Context: an optimization exercise on an open-source flow, tuned for small area. The choices shown serve that exercise and are no tape-out recipe. Only simulation tests tie the RTL to the original design; equivalence was not proved. Power figures rest on the tool's default switching activity, not on a simulated workload.

==> 01-22 <==
==> flow/design.v <==
module sps30_link (
    input  wire        clk,
    input  wire        rst,        
    input  wire        op_valid,
    input  wire [11:0] op,
    input  wire [7:0]  raddr,
    output reg  [7:0]  rdata
);
    localparam [2:0] FR_IDLE     = 3'd0,
                     FR_AWAIT    = 3'd1,
                     FR_READING  = 3'd2,
                     FR_COMPLETE = 3'd3,
                     FR_TIMEOUT  = 3'd4,
                     FR_PERR     = 3'd5;
    localparam [2:0] C_NONE      = 3'd0,
                     C_BAD_HDR   = 3'd1,
                     C_BAD_STUFF = 3'd2,
                     C_TOO_SHORT = 3'd3,
                     C_CHK       = 3'd4,
                     C_LEN       = 3'd5,
                     C_OVERFLOW  = 3'd6;
    localparam [2:0] WR_IDLE     = 3'd0,
                     WR_READING  = 3'd1,
                     WR_DONE     = 3'd2,
                     WR_ERR_CRC  = 3'd3,
                     WR_ERR_NONE = 3'd4,
                     WR_ERR_SHORT= 3'd5;
    function [7:0] crc8_mix(input [7:0] c);
        integer k;
        reg [7:0] c1;
        begin
            c1 = c;
            for (k = 0; k < 8; k = k + 1)
                c1 = c1[7] ? ({c1[6:0], 1'b0} ^ 8'h31) : {c1[6:0], 1'b0};
            crc8_mix = c1;
        end
    endfunction
    function is_reserved(input [7:0] b);
        is_reserved = (b == 8'h11) || (b == 8'h13) || (b == 8'h7D) || (b == 8'h7E);
    endfunction
    function is_replacement(input [7:0] b);
        is_replacement = (b == 8'h31) || (b == 8'h33) || (b == 8'h5D) || (b == 8'h5E);
    endfunction
    wire [3:0] opc = op[11:8];
    wire [7:0] arg = op[7:0];
    wire       go  = op_valid && !rst;
    wire op_chk_clr  = go && opc == 4'h1;
    wire op_chk_add  = go && opc == 4'h2;
    wire op_crc_init = go && opc == 4'h3;
    wire op_crc_upd  = go && opc == 4'h4;
    wire op_esc_put  = go && opc == 4'h5;
    wire op_desc_clr = go && opc == 4'h6;
    wire op_desc_put = go && opc == 4'h7;
    wire op_fr_start = go && opc == 4'h8;
    wire op_fr_byte  = go && opc == 4'h9;
    wire op_fr_tick  = go && opc == 4'hA;
    wire op_wr_start = go && opc == 4'hB;
    wire op_wr_byte  = go && opc == 4'hC;
    wire op_wr_end   = go && opc == 4'hD;
    wire op_ill      = go && opc[3:1] == 3'b111;
    reg [7:0]  chk_acc;
    reg [7:0]  crc8_reg;
    reg [7:0]  esc_a;
    reg [1:0]  esc_cnt;
    reg        desc_pend, desc_valid, desc_err;
    reg [7:0]  desc_out;
    reg        ill_op;
    reg [2:0]  fr_state;
    reg [2:0]  fr_cause;
    reg        fr_pend;
    reg [5:0]  fr_count;
    reg [7:0]  fr_timer;
    reg [7:0]  fr_sum;
    reg [7:0]  fr_buf [0:44];
    reg [2:0]  wr_state;
    reg [5:0]  wr_expect;
    reg [1:0]  wr_phase;
    reg [4:0]  wr_pairs;      
    reg        wr_d0z, wr_d1z;   
    reg [7:0]  wr_crc_t;         
    reg [7:0]  wr_buf [0:39];
    wire wr_reading = (wr_state == WR_READING);
    wire [7:0] crc_in  = (opc == 4'h4) ? crc8_reg :
                         (wr_phase == 2'd0) ? 8'hFF : wr_crc_t;
    wire [7:0] crc_out = crc8_mix(crc_in ^ arg);
    always @(posedge clk) begin
        if (rst) begin
            chk_acc    <= 8'h00;
            crc8_reg   <= 8'hFF;
            esc_a      <= 8'h00;
            esc_cnt    <= 2'd0;
            desc_pend  <= 1'b0;
            desc_valid <= 1'b0;
            desc_err   <= 1'b0;
            desc_out   <= 8'h00;
            ill_op     <= 1'b0;
        end else begin
            if (op_chk_clr)  chk_acc  <= 8'h00;
            if (op_chk_add)  chk_acc  <= chk_acc + arg;
            if (op_crc_init) crc8_reg <= 8'hFF;
            if (op_crc_upd)  crc8_reg <= crc_out;
            if (op_esc_put) begin
                esc_a   <= arg;
                esc_cnt <= is_reserved(arg) ? 2'd2 : 2'd1;
            end
            if (op_desc_clr) begin
                desc_pend  <= 1'b0;
                desc_valid <= 1'b0;
                desc_err   <= 1'b0;
                desc_out   <= 8'h00;
            end
            if (op_desc_put && !desc_err) begin
                if (desc_pend) begin
                    desc_pend <= 1'b0;
                    if (is_replacement(arg)) begin
                        desc_out   <= arg ^ 8'h20;
                        desc_valid <= 1'b1;
                    end else begin
                        desc_err   <= 1'b1;
                        desc_valid <= 1'b0;
                    end
                end else if (arg == 8'h7D) begin
                    desc_pend  <= 1'b1;
                    desc_valid <= 1'b0;
                end else begin
                    desc_out   <= arg;
                    desc_valid <= 1'b1;
                end
            end
            if (op_ill || (op_wr_start && !wr_reading && arg > 8'd40))
                ill_op <= 1'b1;
        end
    end
    wire       fr_reading    = (fr_state == FR_READING);
    wire       fr_want       = fr_pend ? is_replacement(arg) : (arg != 8'h7D && arg != 8'h7E);
    wire       fr_full       = (fr_count == 6'd45);
    wire       fr_store_en   = op_fr_byte && fr_reading && fr_want && !fr_full;
    wire [7:0] fr_store_data = fr_pend ? (arg ^ 8'h20) : arg;
    always @(posedge clk) begin
        if (rst) begin
            fr_state <= FR_IDLE;
            fr_cause <= C_NONE;
            fr_pend  <= 1'b0;
            fr_count <= 6'd0;
            fr_timer <= 8'd0;
            fr_sum   <= 8'd0;
        end else if (op_fr_start) begin
            if (fr_state != FR_AWAIT && !fr_reading) begin
                fr_state <= FR_AWAIT;
                fr_cause <= C_NONE;
                fr_pend  <= 1'b0;
                fr_count <= 6'd0;
                fr_timer <= 8'd0;
                fr_sum   <= 8'd0;
            end
        end else if (op_fr_tick) begin
            if (fr_state == FR_AWAIT || fr_reading) begin
                fr_timer <= fr_timer + 8'd1;
                if (fr_timer >= 8'd200)
                    fr_state <= FR_TIMEOUT;
            end
        end else if (op_fr_byte) begin
            if (fr_state == FR_AWAIT) begin
                if (arg == 8'h7E) begin
                    fr_state <= FR_READING;
                end else begin
                    fr_state <= FR_PERR;
                    fr_cause <= C_BAD_HDR;
                end
            end else if (fr_reading) begin
                if (fr_pend) begin
                    fr_pend <= 1'b0;
                    if (!fr_want) begin
                        fr_state <= FR_PERR;
                        fr_cause <= C_BAD_STUFF;
                    end
                end else if (arg == 8'h7D) begin
                    fr_pend <= 1'b1;
                end else if (arg == 8'h7E) begin
                    fr_state <= FR_PERR;
                    if (fr_count < 6'd3)
                        fr_cause <= C_TOO_SHORT;
                    else if (fr_count < 6'd5 || fr_buf[3] != {2'b00, fr_count - 6'd5})
                        fr_cause <= C_LEN;
                    else if (fr_sum != 8'hFF)
                        fr_cause <= C_CHK;
                    else
                        fr_state <= FR_COMPLETE;
                end
                if (fr_want) begin
                    if (fr_full) begin
                        fr_state <= FR_PERR;
                        fr_cause <= C_OVERFLOW;
                    end else begin
                        fr_count <= fr_count + 6'd1;
                        fr_sum   <= fr_sum + fr_store_data;
                    end
                end
            end
        end
    end
    integer fi;
    always @(posedge clk) begin
        for (fi = 0; fi < 45; fi = fi + 1)
            if (fr_store_en && fr_count == fi)
                fr_buf[fi] <= fr_store_data;
    end
    wire       wr_crc_ok  = (arg == wr_crc_t);
    wire [4:0] wr_pairs_1 = wr_pairs + 5'd1;
    wire       wr_append  = op_wr_byte && wr_reading && wr_phase == 2'd2 && wr_crc_ok;
    always @(posedge clk) begin
        if (rst) begin
            wr_state  <= WR_IDLE;
            wr_expect <= 6'd0;
            wr_phase  <= 2'd0;
            wr_pairs  <= 5'd0;
            wr_d0z    <= 1'b1;
            wr_d1z    <= 1'b1;
        end else if (op_wr_start) begin
            if (!wr_reading && arg <= 8'd40) begin
                wr_expect <= arg[5:0];
                wr_phase  <= 2'd0;
                wr_d0z    <= 1'b1;
                wr_d1z    <= 1'b1;
                wr_pairs  <= 5'd0;
                wr_state  <= (arg[5:1] == 5'd0) ? WR_ERR_NONE : WR_READING;
            end
        end else if (op_wr_byte) begin
            if (wr_reading) begin
                case (wr_phase)
                    2'd0: begin
                        wr_d0z   <= 1'b0;
                        wr_phase <= 2'd1;
                    end
                    2'd1: begin
                        wr_d1z   <= 1'b0;
                        wr_phase <= 2'd2;
                    end
                    default: begin
                        wr_phase <= 2'd0;
                        if (wr_crc_ok) begin
                            wr_pairs <= wr_pairs_1;
                            if ({wr_pairs_1, 1'b0} >= wr_expect)
                                wr_state <= WR_DONE;
                            else if (wr_pairs_1 == wr_expect[5:1])
                                wr_state <= WR_ERR_SHORT;
                        end else begin
                            wr_state <= WR_ERR_CRC;
                        end
                    end
                endcase
            end
        end else if (op_wr_end) begin
            if (wr_reading)
                wr_state <= (wr_pairs == 5'd0) ? WR_ERR_NONE : WR_ERR_SHORT;
        end
    end
    wire wr_put = op_wr_byte && wr_reading && !wr_phase[1];
    always @(posedge clk)
        if (wr_put) wr_crc_t <= crc_out;
    integer wi;
    always @(posedge clk) begin
        for (wi = 0; wi < 20; wi = wi + 1)
            if (wr_put && wr_pairs == wi) begin
                if (!wr_phase[0]) wr_buf[2*wi]     <= arg;
                else              wr_buf[2*wi + 1] <= arg;
            end
    end
    wire       wr_dprev = (wr_state != WR_ERR_CRC) &&
                          (raddr[0] ? (wr_phase == 2'd0 && !wr_d0z) : (wr_phase != 2'd2 && !wr_d1z));
    wire [4:0] wr_dptr  = wr_pairs - {4'd0, wr_dprev};
    wire       rd_req  = ~raddr[0];
    wire [4:0] m3_in   = rd_req ? wr_expect[5:1]
                                : (wr_pairs + {4'd0, wr_state == WR_ERR_CRC});
    wire [7:0] m3_out  = {2'b00, m3_in, 1'b0} + {3'b000, m3_in} +
                         {6'd0, rd_req ? 2'd0 : wr_phase};
    wire       fsel = (raddr[7:6] == 2'b01) || (raddr[7:2] == 6'b000101) ||
                      (raddr == 8'h18);
    wire [5:0] fidx = raddr[6] ? raddr[5:0] :
                      raddr[3] ? (fr_count - 6'd1) : {4'd0, raddr[1:0]};
    wire       dsel = (raddr == 8'h25 && !wr_d0z) || (raddr == 8'h26 && !wr_d1z);
    wire       wsel = (raddr[7:6] == 2'b10) || dsel;
    wire [5:0] widx = raddr[7] ? raddr[5:0] : {wr_dptr, ~raddr[0]};
    reg  [7:0] ctl;
    always @(*) begin
        ctl = 8'h00;
        case (raddr)
            8'h00: ctl = chk_acc;
            8'h01: ctl = ~chk_acc;
            8'h02: ctl = crc8_reg;
            8'h03: ctl = crc8_reg;
            8'h04: ctl = (esc_cnt == 2'd2) ? 8'h7D : esc_a;
            8'h05: ctl = (esc_cnt == 2'd2) ? (esc_a ^ 8'h20) : 8'h00;
            8'h06: ctl = {6'd0, esc_cnt};
            8'h07: ctl = {5'd0, desc_err, desc_valid, desc_pend};
            8'h08: ctl = desc_out;
            8'h09: ctl = {7'd0, ill_op};
            8'h10: ctl = {1'b0, fr_cause, fr_pend, fr_state};
            8'h11: ctl = {2'd0, fr_count};
            8'h12: ctl = fr_timer;
            8'h20: ctl = {2'd0, wr_phase, 1'b0, wr_state};
            8'h21: ctl = {2'd0, wr_expect};
            8'h22, 8'h23: ctl = m3_out;
            8'h24: ctl = {2'd0, wr_pairs, 1'b0};
            default: ctl = 8'h00;
        endcase
    end
    reg  [44:0]  fsel_oh;
    reg  [39:0]  wsel_oh;
    reg  [359:0] fr_flat;
    reg  [319:0] wr_flat;
    integer ri;
    always @(*) begin
        for (ri = 0; ri < 45; ri = ri + 1) begin
            fsel_oh[ri] = fsel && fidx == ri;
            fr_flat[8*ri +: 8] = fr_buf[ri];
        end
        for (ri = 0; ri < 40; ri = ri + 1) begin
            wsel_oh[ri] = wsel && widx == ri;
            wr_flat[8*ri +: 8] = wr_buf[ri];
        end
    end
    wire [7:0] buf_rd;
    sps30_link_rdplane #(.N(85)) u_rd (.sel({wsel_oh, fsel_oh}), .data({wr_flat, fr_flat}), .q(buf_rd));
    always @(*) rdata = ctl | buf_rd;
endmodule
module sps30_link_rdplane #(parameter N = 85) (
    input  wire [N-1:0]   sel,
    input  wire [8*N-1:0] data,
    output reg  [7:0]     q
);
    integer i;
    always @(*) begin
        q = 8'h00;
        for (i = 0; i < N; i = i + 1)
            q = q | ({8{sel[i]}} & data[8*i +: 8]);
    end
endmodule
==> flow/run.sh <==
#!/bin/bash
# synth_recipe.tcl (not shown) runs the flow's synth.tcl, then flattens the netlist and writes it again
# the make line also repeats each setting of config.mk as NAME=value (left out here)
make -C /OpenROAD-flow-scripts/flow DESIGN_CONFIG=/design/flow/config.mk WORK_HOME=/design/flow/orfs CLKGATE_MAP_FILE= SYNTH_SCRIPT=/design/flow/synth_recipe.tcl finish
==> flow/config.mk <==
export PLATFORM = sky130hd
export DESIGN_NAME = sps30_link
export DESIGN_NICKNAME = sps30_link
export VERILOG_FILES = /design/flow/design.v
export SDC_FILE = /design/flow/constraint.sdc
export NUM_CORES = 4
export LEC_CHECK = 0
export CAP_MARGIN = 20
export CORE_MARGIN = 2
export CORE_UTILIZATION = 40
export CTS_BUF_LIST = sky130_fd_sc_hd__clkbuf_16
export CTS_CLUSTER_DIAMETER = 80
export CTS_CLUSTER_SIZE = 25
export SLEW_MARGIN = 20
export SYNTH_HIERARCHICAL = 1
==> flow/constraint.sdc <==
create_clock -name core_clock -period 55.0 [get_ports {clk}]
set_input_delay 11.0000 -clock core_clock [delete_from_list [all_inputs] [get_ports {clk}]]
set_output_delay 11.0000 -clock core_clock [all_outputs]
set_load 0.01 [all_outputs]
==> 07-07: changes against 01-22 <==
==> flow/flow/run.sh (new file) <==
#!/bin/bash
# The standard ORFS layout (bash standard.sh), with these changes:
#  * synthesis maps logic with flow/abc_area_map.script (ORFS's speed-script
#    mapping passes with the delay target relaxed, then area-recovery
#    mapping rounds, and without abc's buffering and gate sizing) in place
#    of ORFS's abc_speed.script, and leaves adders to abc (no ADDER_MAP_FILE);
#  * clock tree synthesis uses clkbuf_16 clusters of up to 30 sinks and no
#    dummy loads;
#  * the buffer placed on each input and output port is buf_1.
# Registers, floorplan, power grid, tap cells, placement and
# routing are the standard flow's. Each tool's output goes to a log file in
# this folder (and ORFS's own per-step logs under orfs/logs).
set -euo pipefail
work="$PWD"
rm -rf "$work/scripts_area"
cp -r "$FLOW_HOME/scripts" "$work/scripts_area"
cp "$work/flow/abc_area_map.script" "$work/scripts_area/abc_speed.script"
bash "$work/standard.sh" \
    "SCRIPTS_DIR=$work/scripts_area" \
    "ADDER_MAP_FILE=" \
    "BUFFER_PORTS_ARGS=-buffer_cell sky130_fd_sc_hd__buf_1" \
    "CTS_ARGS=-sink_clustering_enable -repair_clock_nets -sink_clustering_size 30 -sink_clustering_max_diameter 80 -buf_list sky130_fd_sc_hd__clkbuf_16 -dont_use_dummy_load" \
    finish > "$work/standard_flow.log" 2>&1
==> flow/flow/abc_area_map.script (new file) <==
strash
&get -n
&st
&dch
&nf -R 1000
&st
&syn2
&if -g -K 6
&synch2
&nf -R 1000
&st
&syn2
&if -g -K 6
&synch2
&nf -R 1000
&st
&syn2
&if -g -K 6
&synch2
&nf -R 1000
&st
&syn2
&if -g -K 6
&synch2
&nf -R 1000
&st
&syn2
&if -g -K 6
&synch2
&nf -R 1000
&put
&st
&dch -f
&nf -R 1000 -C 32 -F 8
&put
topo
==> flow/standard.sh (new file) <==
#!/bin/bash
# synth_recipe.tcl (not shown) runs the flow's synth.tcl, then flattens the netlist and writes it again
# the make line also repeats each setting of config.mk as NAME=value (left out here)
make -C /OpenROAD-flow-scripts/flow DESIGN_CONFIG=/design/flow/config.mk WORK_HOME=/design/flow/orfs CLKGATE_MAP_FILE= SYNTH_SCRIPT=/design/flow/synth_recipe.tcl "${@:-finish}"
- CTS_BUF_LIST: sky130_fd_sc_hd__clkbuf_16 -> default
- CTS_CLUSTER_DIAMETER: 80 -> default
- CTS_CLUSTER_SIZE: 25 -> default
- PLACE_DENSITY: default -> 0.85
removed: flow/run.sh
==> 05-21: changes against 01-22 <==
- CORE_UTILIZATION: 40 -> 70
- CTS_BUF_LIST: sky130_fd_sc_hd__clkbuf_16 -> default
- CTS_CLUSTER_DIAMETER: 80 -> default
- CTS_CLUSTER_SIZE: 25 -> default
==> flow_summary.yaml <==
drt:
  wl_met2_um: 48700
pwr:
  comb_power_share_pct: 5.1
  pwr-share-seq_pct: 65.2
placement:
  place_area_mm2: 0.0332
  place_ws_ns: 27.63
sta:
  max_slew_margin_pct: 16.7
status:
  status: "timing/DRC/antenna clean"
yosys:
  syn_inst: 2192
  yosysSeqAreaShare_pct: 72.5
grt:
  grt_util_met1_pct: 36.6
-- figures above: 07-07

==> flow_summary.yaml <==
status:
  status: "timing/DRC/antenna clean"
pwr:
  pwr-share-seq_pct: 61.1
  comb_power_share_pct: 4.5
yosys:
  yosysSeqAreaShare_pct: 68.3
  syn_inst: 2434
sta:
  rsz0062_at_grt: "false"
  max_slew_margin_pct: 17.1
drt:
  wl_met2_um: 58900
cts:
  cts_buffer_depth: 3
placement:
  place_area_mm2: 0.0344
  place_ws_ns: 27.42
hold_path:
  min_from: "esc_a[4]"
worst_setup_path:
  path_cells: "buf_2, buf_4, a21oi_1, nor3_1, ha_1, nor3b_1, o21ai_1, nor2_1, buf_4, a22o_1, a221oi_1, nand4_1, nor3_1, nand3_1, a31oi_1, nand4_1, clkdlybuf4s50_1"
-- figures above: 01-22

==> flow_summary.yaml <==
status:
  status: "timing/DRC/antenna clean"
layout:
  n_all_inverters: 28
  buf_share_pct: 2.58
  syn2layout_area_growth_pct: 10.8
placement:
  place_area_mm2: 0.0337
  place_ws_ns: 27.35
cts:
  cts_hold_buf: 0
yosys:
  synth_common_cells: "edfxtp_1, nor2_1, a22oi_1"
  yosysSeqAreaShare_pct: 68.3
worst_setup_path:
  cp_slowest_cell: "o21ai_1"
die:
  fp.dieW_um: 220
drt:
  routedWlPerCell_um: 39.6
grt:
  met3_usage_pct: 24.0
sta:
  max_slew_margin_pct: 9.52
-- figures above: 05-21

==> what the ideal ports hide <==
No port has a modelled driver above. Below, the same layouts with a new extraction and two added sets of constraints. Step 1 (the two cells are an assumption about what drives the block):
set clk [get_ports {clk}]
set_driving_cell -lib_cell sky130_fd_sc_hd__clkbuf_16 $clk
set_driving_cell -lib_cell sky130_fd_sc_hd__buf_2 [delete_from_list [all_inputs] $clk]
Step 2 times the ports against the registers' clock, not the clock port: input delays grow and output delays shrink by t, the midpoint of the rising clock arrivals with the driver on. Three values: ideal, step 1, step 2; two values: the first two.
| run | t, ns | setup slack, ns | latest minus earliest clock arrival (ns) | cell pins on the clock port's net |
|---|---|---|---|---|
| 01-22 | 0.669 | 27.137 / 27.115 / 27.115 | 0.052 / 0.052 | 1 |
| 07-07 | 0.645 | 27.329 / 27.308 / 27.308 | 0.082 / 0.083 | 1 |
| 05-21 | 0.689 | 26.728 / 26.705 / 26.705 | 0.037 / 0.037 | 1 |
After both steps setup and hold are still met in every run listed. The setup slack of 05-21, which loses most, moves by -0.023 ns with the drivers and by -0.023 ns with both steps.
